From an optimization exercise on the open Yosys and OpenROAD flow, aimed at a short achievable clock period and few clock cycles; shortcuts taken in it are not production practice. At most, simulation tests tie the RTL to the original design; equivalence was not proved. Power and IR drop assume default switching activity.

## run a
Design jcpu8, start of the top module:
module jcpu8 (
    input  wire        clk,
    input  wire        rst,         
    input  wire        stall,       
    output wire [15:0] mem_addr,
    output wire        mem_we,
    output wire [7:0]  mem_wdata,
    input  wire [7:0]  mem_rdata,
    input  wire [7:0]  io0,
    output wire        io_event,
    output wire [7:0]  io_value,
    output wire        fault
);
    localparam [3:0] ID_MOV = 4'h1, ID_LW  = 4'h2, ID_SW  = 4'h3, ID_LDA = 4'h4,
                     ID_PUSH = 4'h5, ID_POP = 4'h6, ID_JNZ = 4'h7, ID_ADD = 4'h8,
                     ID_ADC = 4'h9, ID_AND = 4'hA, ID_NOR = 4'hB, ID_CMP = 4'hC;
    reg [7:0]  ra, rb, rc, rd, rl, rh, rf;
    reg [15:0] sp;
    reg [7:0]  io_prev;
    reg        faulted;
    reg        pF, pA1, pA2, pM;    
    reg [15:0] addr_q;      
    reg [15:0] ret_q;       
    reg        we_q;
    reg [7:0]  wd_q;
    reg        imm;
    reg        c_lw, c_sw, c_push, c_pop, c_jnz, c_three, c_ls;
    reg        c_mov, c_and, c_nor, c_add, c_adc, c_cmp, c_lda;
    reg [7:0]  rf_sel;      
    reg [7:0]  arg1;
    reg [7:0]  a1_sel;      
    reg [6:0]  ex_we;       
    reg        ex_lda, ex_add, ex_cmp, ex_and, ex_nor, ex_sum;
    reg        cin_q;
    reg        fl_v;        
    reg [7:0]  x1_q;        
    reg [7:0]  op2_q;       
    reg [7:0]  ex_hi;       
    reg        ex_d_f, ex_d_inv;
    reg        ex_s_reg;    
    reg [2:0]  ex_s_lo;     
    reg        ex_s_hi;     
    reg [2:0]  ex_d_lo;     
    reg [7:0]  res_q;       
    reg        fl_c;        
    reg        fl_d_f, fl_d_inv, fl_s_same, fl_s_f;
    reg [7:0]  fl_op2;
    reg        ev_q;
    reg [7:0]  ev_val;
    reg        fault_q;
    wire active = !stall && !faulted;
    function automatic [7:0] onehot(input [7:0] c);
        begin
            onehot = 8'd0;
            case (c)
                8'd0: onehot[0] = 1'b1;
                8'd1: onehot[1] = 1'b1;
  ...
Size in the first run: roughly 54 I/O pins.
export LEC_CHECK = 0
export CAP_MARGIN = 20
export CORE_MARGIN = 2
export CORE_UTILIZATION = 25
export GPL_ROUTABILITY_DRIVEN = 1
export PLACE_DENSITY = 0.45
export SETUP_SLACK_MARGIN = 4.0
export SLEW_MARGIN = 20
export SYNTH_HIERARCHICAL = 1
export SYNTH_MINIMUM_KEEP_SIZE = 0
create_clock -name core_clock -period 6.0 [get_ports {clk}]
run.sh (not shown) runs the stock make flow with config.mk's settings and CLKGATE_MAP_FILE= SYNTH_SCRIPT=/design/flow/synth_recipe.tcl, a recipe that flattens the netlist after the stock synthesis.
For run b, these inputs were changed with respect to run a:
--- a/flow/design.v
+++ b/flow/design.v
@@ -149,25 +149,24 @@
                        .ra(ra), .rb(rb), .rc(rc), .rd(rd), .rl(rl), .rh(rh), .rf(rf),
                        .x(x_rd));
     wire [7:0]  rd_sel  = onehot(mem_rdata);
     wire [7:0]  x_a1    = rsel(a1_sel, ra, rb, rc, rd, rl, rh, rf);
     wire [7:0]  x_rf    = rsel(rf_sel, ra, rb, rc, rd, rl, rh, rf);
     wire [7:0]  opv     = imm ? mem_rdata : x_rd;
     wire [15:0] pc_inc  = addr_q + 16'd1;
     wire [15:0] sp_dec  = sp - 16'd1;
     wire [15:0] sp_inc  = sp + 16'd1;
     reg         sp_ok, sp_ffff, sp_zero;   
     wire [15:0] ls_addr = imm ? {arg1, mem_rdata} : {x_a1, x_rd};
-    wire [6:0]  zr = {~((|rf) | fl_v), ~|rh, ~|rl, ~|rd, ~|rc, ~|rb, ~|ra};
     wire        taken;
-    jcpu8_jnz u_jnz (.b(mem_rdata), .imm(imm), .zr(zr), .taken(taken));
+    jcpu8_jnz u_jnz (.b(mem_rdata), .imm(imm), .x(x_rd), .fl(fl_v), .taken(taken));
     wire        push_wait = fl_v && !imm;
     wire        go_ls  = pA2 && c_ls;
     wire        go_jnz = pA1 && c_jnz;
     wire [15:0] addr_early = pM ? ret_q :
                              (pA1 && c_push) ? sp_dec :
                              (pA1 && c_pop)  ? sp : pc_inc;
     wire [15:0] addr_next = go_ls ? ls_addr :
                             (go_jnz && taken) ? {rh, rl} : addr_early;
     wire        adv = !(pA1 && c_push && push_wait);
     wire [3:0]  nid = mem_rdata[3:0];
     always @(posedge clk) begin
@@ -392,18 +391,17 @@
             3'd4: x_lo = rl;
             3'd5: x_lo = rh;
             3'd6: x_lo = rf;
             default: x_lo = 8'hFF;
         endcase
     end
     assign x = x_lo | {8{hi}};
 endmodule
 module jcpu8_jnz (
     input  wire [7:0] b,
     input  wire       imm,
-    input  wire [6:0] zr,
+    input  wire [7:0] x,
+    input  wire       fl,
     output wire       taken
 );
-    wire [7:0] zr8 = {1'b0, zr};
-    wire       z   = (b[7:3] == 5'd0) && zr8[b[2:0]];
-    assign taken = imm ? |b : !z;
+    assign taken = imm ? |b : ((|x) || (fl && b == 8'd6));
 endmodule
### Flow results
Max area after synthesis across run b and run a: run a
Relative area of non-clock buffer cells in the final design (lower): run b
On ratio of cells with drive above 1 in the final layout, the lower figure sits with run b, not run a.
Sort run b and run a by worst setup slack, ascending, and run b comes first.
Comparing the two runs side by side, run b comes out behind run a on setup slack after placement.
Run b vs run a: number of filler cells placed in the layout up
Summary — net switching share of the total power, run b relative to run a: lower, by 1.1 points.
For fraction of standard cell area in multi-input logic, run b and run a come out practically identical.
Higher power density over cell area among run b and run a: run a
For run a, the category of the most critical setup path was register to register, unlike run b, where it was input pin to register.
On final critical delay including setup and external delays: between run b and run a, it ends up lower for run a.
Comparing run b and run a, the higher synthesized net count was measured on run a.
Function was not checked in any run of this note: the RTL went through the layout flow alone.


before:
jcpu8, a different RTL version from the one above (not shown whole).
For scale: ~2000 cells after synthesis, about 270 flip-flops, roughly 54 I/O pins.
==> flow/design.v (excerpt) <==
module jcpu8 (
    input  wire        clk,
    input  wire        rst,         
    input  wire        stall,       
    output wire [15:0] mem_addr,
    output wire        mem_we,
    output wire [7:0]  mem_wdata,
    input  wire [7:0]  mem_rdata,
    input  wire [7:0]  io0,
    output wire        io_event,
    output wire [7:0]  io_value,
    output wire        fault
);
    localparam [3:0] ID_MOV = 4'h1, ID_LW  = 4'h2, ID_SW  = 4'h3, ID_LDA = 4'h4,
                     ID_PUSH = 4'h5, ID_POP = 4'h6, ID_JNZ = 4'h7, ID_ADD = 4'h8,
                     ID_ADC = 4'h9, ID_AND = 4'hA, ID_NOR = 4'hB, ID_CMP = 4'hC;
    reg [7:0]  ra, rb, rc, rd, rl, rh, rf;
    reg [15:0] sp;
    reg [7:0]  io_prev;
    reg        faulted;
    reg        pF, pA1, pA2, pM;    
    reg [15:0] addr_q;      
    reg [15:0] ret_q;       
    reg        we_q;
    reg [7:0]  wd_q;
    reg        imm;
    reg        c_lw, c_sw, c_push, c_pop, c_jnz, c_three, c_ls;
    reg        c_mov, c_and, c_nor, c_add, c_adc, c_cmp, c_lda;
    reg [7:0]  rf_sel;      
    reg [7:0]  arg1;
    reg [7:0]  a1_sel;      
    reg        e1_v;        
    reg [6:0]  ex_we;       
    reg        ex_lda, ex_add, ex_cmp, ex_and, ex_nor, ex_sum;
    reg        cin_q;
    reg [6:0]  e2_we;       
    reg        e2_lda, e2_add, e2_cmp;
    reg [7:0]  x1_q;        
    reg [7:0]  op2_q;       
    reg [7:0]  ex_hi;       
    reg        ex_d_f, ex_d_inv;
  ...
==> flow/config.mk <==
export PLATFORM = sky130hd
export DESIGN_NAME = jcpu8
export DESIGN_NICKNAME = jcpu8
export VERILOG_FILES = /design/flow/design.v
export SDC_FILE = /design/flow/constraint.sdc
export NUM_CORES = 4
export LEC_CHECK = 0
export CAP_MARGIN = 20
export CORE_MARGIN = 2
export CORE_UTILIZATION = 45
export GPL_ROUTABILITY_DRIVEN = 1
export GPL_TIMING_DRIVEN = 1
export PLACE_DENSITY = 0.6
export SETUP_SLACK_MARGIN = 4.0
export SLEW_MARGIN = 20
export SYNTH_HIERARCHICAL = 1
export SYNTH_MINIMUM_KEEP_SIZE = 0
==> flow/constraint.sdc <==
create_clock -name core_clock -period 6.0 [get_ports {clk}]
set_input_delay 1.2000 -clock core_clock [delete_from_list [all_inputs] [get_ports {clk}]]
set_output_delay 1.2000 -clock core_clock [all_outputs]
set_load 0.01 [all_outputs]
Testbench counts of before, summed over its fixed seeds: cycles 172,034.
Input changes introduced in after (baseline for comparison: before):
--- a/flow/design.v
+++ b/flow/design.v
@@ -142,16 +142,16 @@
     endfunction
     assign mem_addr  = addr_q;
     assign mem_we    = we_q;
     assign mem_wdata = wd_q;
     assign io_event  = ev_q;
     assign io_value  = ev_val;
     assign fault     = fault_q;
-    wire        hi_nz, any_nz, op_def;
-    jcpu8_bdec u_bdec (.b(mem_rdata), .hi(hi_nz), .any(any_nz), .def(op_def));
+    wire        hi_nz, any_nz;
+    jcpu8_bdec u_bdec (.b(mem_rdata), .hi(hi_nz), .any(any_nz));
     wire [7:0]  x_rd;
     wire [7:0]  ra_e = e2_we[0] ? res_q : ra;
     wire [7:0]  rb_e = e2_we[1] ? res_q : rb;
     wire [7:0]  rc_e = e2_we[2] ? res_q : rc;
     wire [7:0]  rd_e = e2_we[3] ? res_q : rd;
     wire [7:0]  rl_e = (e2_we[4] || e2_lda) ? res_q : rl;
     wire [7:0]  rh_e = e2_we[5] ? res_q : e2_lda ? hi_q : rh;
@@ -186,15 +186,14 @@
                              (pA1 && c_push) ? sp_dec :
                              (pA1 && c_pop)  ? sp : pc_inc;
     wire        a_go   = !rst && active && adv;
     wire [15:0] addr_e = rst ? 16'd0 : a_go ? addr_early : addr_q;
     wire [15:0] addr_d;
     jcpu8_amux u_amux (.s_bus(a_go && go_ls && imm), .s_x(a_go && go_ls && !imm),
                        .s_j(a_go && go_jnz), .imm(imm), .zr(zr_e),
-                       .hi(hi_nz), .any(any_nz),
                        .b(mem_rdata), .x(x_rd), .arg1(arg1), .x_a1(x_a1),
                        .hl({rh_e, rl_e}), .e(addr_e), .o(addr_d));
     always @(posedge clk) addr_q <= addr_d;
     wire        adv = !(pA1 && c_push && push_wait);
     wire [3:0]  nid = mem_rdata[3:0];
     always @(posedge clk) begin
         if (rst) begin
@@ -203,15 +202,15 @@
             sp <= 16'd0;
             io_prev <= 8'd0; faulted <= 1'b0;
         end else if (active) begin
             we_q <= (pA1 && c_push && !push_wait && sp_ok) ||
                     (pA2 && c_sw && ls_addr[15]);
             if (pF) begin
                 if (io0 != io_prev) io_prev <= io0;
-                if (!op_def) faulted <= 1'b1;
+                if (!is_defined(mem_rdata)) faulted <= 1'b1;
                 pF <= 1'b0; pA1 <= 1'b1;
             end
             if (pA1 && adv) begin
                 pA1 <= 1'b0;
                 if (c_three)         pA2 <= 1'b1;
                 else if (c_jnz)      pF  <= 1'b1;
                 else                 pM  <= 1'b1;
@@ -280,15 +279,15 @@
         if (pA1) begin
             arg1   <= mem_rdata;
             a1_sel <= rd_sel;
         end
         if (pA1 || pA2) ret_q <= pc_inc;
         end
     end
-    wire fault_set = active && ((pF && !op_def) ||
+    wire fault_set = active && ((pF && !is_defined(mem_rdata)) ||
                                 (pM && c_push && !sp_ok) ||
                                 (pM && c_sw && !addr_q[15]));
     wire ev_next   = active && pF && io0 != io_prev;
     always @(posedge clk) begin
         if (rst) begin
             ev_q    <= 1'b0;
             fault_q <= 1'b0;
@@ -410,24 +409,18 @@
             fl_op2    <= op2_q;
         end
     end
 endmodule
 module jcpu8_bdec (
     input  wire [7:0] b,
     output wire       hi,      
-    output wire       any,     
-    output wire       def      
+    output wire       any      
 );
     assign hi  = |b[7:3];
     assign any = |b;
-    assign def = (b[3:0] == 4'h2 || b[3:0] == 4'h3) ||
-                 (b[6:4] == 3'd0 &&
-                  (b[3:0] == 4'h1 || b[3:0] == 4'h5 || b[3:0] == 4'h7 ||
-                   (b[3:0] >= 4'h8 && b[3:0] <= 4'hC) ||
-                   (b[3:0] == 4'h4 && b[7]) || (b[3:0] == 4'h6 && !b[7])));
 endmodule
 module jcpu8_xsel (
     input  wire [2:0] s,
     input  wire       hi,
     input  wire [7:0] ra, rb, rc, rd, rl, rh, rf,
     output wire [7:0] x
 );
@@ -458,24 +451,22 @@
 endmodule
 module jcpu8_amux (
     input  wire        s_bus,
     input  wire        s_x,
     input  wire        s_j,
     input  wire        imm,
     input  wire [6:0]  zr,       
-    input  wire        hi,       
-    input  wire        any,      
     input  wire [7:0]  b,
     input  wire [7:0]  x,
     input  wire [7:0]  arg1,
     input  wire [7:0]  x_a1,
     input  wire [15:0] hl,
     input  wire [15:0] e,
     output wire [15:0] o
 );
     wire [7:0] zr8   = {1'b0, zr};
-    wire       z     = !hi && zr8[b[2:0]];
-    wire       taken = imm ? any : !z;
+    wire       z     = (b[7:3] == 5'd0) && zr8[b[2:0]];
+    wire       taken = imm ? |b : !z;
     assign o = (s_j && taken) ? hl :
                s_bus ? {arg1, b} :
                s_x   ? {x_a1, x} : e;
 endmodule
after went all the way through the flow, and no timing, DRC or antenna check failed.
Top routing layer in use: met4 -> before, met5 -> after
Relative to before, the final routed wirelength across all metal layers measured on after has increased by a few percent.
before → after: routability-driven placement congestion ratio rose 9.2%; met2 track demand over resource in global routing now sits higher; total number of multi-input combinational cells climbed 1.5%; minimum clock period now sits higher.
When the final numbers for before and after were put side by side, the global-route usage turned out to be greater in after.
Testbench counts of after, summed over its fixed seeds: cycles 172,034.


Another version of the RTL of jcpu8 (not shown whole).
Size in the first run: ~2100 cells after synthesis, ~270 flip-flops, roughly 0.016 mm² of cells after synthesis.
clock: 6.0 ns
lec_check: 0
abc_clock_period_in_ps: 2000
cap_margin: 20
core_margin: 2
core_utilization: 25
gpl_routability_driven: 1
place_density: 0.45
setup_slack_margin: 4.0
slew_margin: 20
Change:
--- a/flow/design.v
+++ b/flow/design.v
@@ -143,15 +143,15 @@
             addr_q <= addr_next;
             we_q   <= (pA1 && c_push && imm && sp_dec[15]) ||
                       (pX && c_push && sp_dec[15]) ||
                       (pA2 && c_sw && imm && arg1[7]) ||
                       (pX && c_sw && x_a1[7]);
             spec   <= pA1 && c_jnz && !imm;
             if (pF && !squash) begin
-                io_prev <= io0;
+                if (io0 != io_prev) io_prev <= io0;
                 if (!is_defined(mem_rdata)) faulted <= 1'b1;
                 pF <= 1'b0; pA1 <= 1'b1;
             end
             if (pA1) begin
                 pA1 <= 1'b0;
                 if (c_three)                   pA2 <= 1'b1;
                 else if (c_jnz)                pF  <= 1'b1;
@@ -189,23 +189,14 @@
                         if (addr_q == 16'hFFFF) sp[15:8] <= wd_q;
                     end
                 end
             end
         end
     end
     always @(posedge clk) begin
-        if (rst) begin
-            imm <= 1'b0;
-            c_lw <= 1'b0; c_sw <= 1'b0; c_ls <= 1'b0; c_push <= 1'b0;
-            c_pop <= 1'b0; c_jnz <= 1'b0; c_three <= 1'b0;
-            c_and <= 1'b0; c_nor <= 1'b0; c_add <= 1'b0; c_adc <= 1'b0;
-            c_cmp <= 1'b0; c_lda <= 1'b0;
-            rf_sel <= 8'd0; arg1 <= 8'd0; a1_sel <= 8'd0; a2_sel <= 8'd0;
-            wd_q <= 8'd0; ret_q <= 16'd0;
-        end else begin
         if (pF) begin
             imm     <= mem_rdata[7];
             c_lw    <= nid == ID_LW;
             c_sw    <= nid == ID_SW;
             c_ls    <= nid == ID_LW || nid == ID_SW;
             c_push  <= nid == ID_PUSH;
             c_pop   <= nid == ID_POP;
@@ -227,15 +218,14 @@
         end
         if (pA2) begin
             a2_sel <= onehot(mem_rdata);
             wd_q   <= x_rf;
             ret_q  <= pc_inc;
         end
         if (pX && c_push) wd_q <= x_a1;
-        end
     end
     wire fault_set = active && ((pF && !squash && !is_defined(mem_rdata)) ||
                                 (pM && c_push && !sp_dec[15]) ||
                                 (pM && c_sw && !addr_q[15]));
     wire ev_next   = active && pF && !squash && io0 != io_prev;
     always @(posedge clk) begin
         if (rst) begin
@@ -283,19 +273,14 @@
             e2_add <= e1 && e1_add;
             e2_cmp <= e1 && e1_cmp;
             e2_lda <= e1 && e1_lda;
             e1     <= set_alu || set_ld;
         end
     end
     always @(posedge clk) begin
-        if (rst) begin
-            e1_and <= 1'b0; e1_nor <= 1'b0; e1_add <= 1'b0; e1_adc <= 1'b0;
-            e1_cmp <= 1'b0; e1_lda <= 1'b0; e1_w <= 1'b0; e1_imm <= 1'b0;
-            e1_d <= 8'd0; e1_s <= 8'd0; e1_val <= 8'd0; e1_hi <= 8'd0;
-        end else begin
         if (set_alu) begin
             e1_and <= c_and;
             e1_nor <= c_nor;
             e1_add <= c_add;
             e1_adc <= c_adc;
             e1_cmp <= c_cmp;
             e1_lda <= c_lda;
@@ -314,18 +299,15 @@
             e1_cmp <= 1'b0;
             e1_lda <= 1'b0;
             e1_w   <= 1'b1;
             e1_imm <= 1'b1;
             e1_d   <= c_lw ? rf_sel : a1_sel;
             e1_val <= mem_rdata;
         end
-        end
-    end
-    always @(posedge clk) begin
-        begin
+        if (e1) begin
             res_q  <= res;
             c_q    <= e1_add & sum[8];
             cmp_q  <= cmpbits(x1, op2);
             op2_q  <= op2;
             hi_q   <= e1_hi;
             d_f    <= e1_d[6];
             d_inv  <= e1_d[7];
Outcome:
- combinational power rose by 91%
- register-to-register slack got worse by 0.37 ns
- sequential power rose by 16%
- synthesized cell count fell by 13%
- via count fell by 7.7%
No run of this note included a check of the RTL's function; only the layout flow was run.

-- port drivers added, routing unchanged --
In the flow no input, the clock included, has a driving cell. The finished layouts below were timed again as built, in two steps.
Step 1 sets driving cells, clkbuf_16 on the clock port and buf_2 on the other inputs (assumed; they add their load-dependent delay and slew).
Step 2 also shifts input and output timing later by t, the mid clock arrival at the registers, as if the neighbouring blocks saw the same clock.
a / b / c = no drivers / after step 1 / after step 2; a / b = the first two.
run | shift t [ns] | setup slack, ns | latest minus earliest clock arrival (ns)
run a | 0.583 | 3.218 / 3.218 / 2.687 | 0.033 / 0.033
run b | 0.640 | 2.357 / 2.376 / 1.736 | 0.040 / 0.040
before | 0.575 | 3.504 / 3.483 / 2.909 | 0.024 / 0.025
after | 0.641 | 3.454 / 3.454 / 2.868 | 0.015 / 0.015
the first run of note 3 | 0.616 | 3.294 / 3.294 / 2.724 | 0.038 / 0.038
the second run of note 3 | 0.607 | 2.924 / 2.924 / 2.878 | 0.033 / 0.033
After both steps setup and hold are still met in every run listed. The setup slack of run b, which loses most, moves by +0.019 ns with the drivers and by -0.621 ns with both steps.
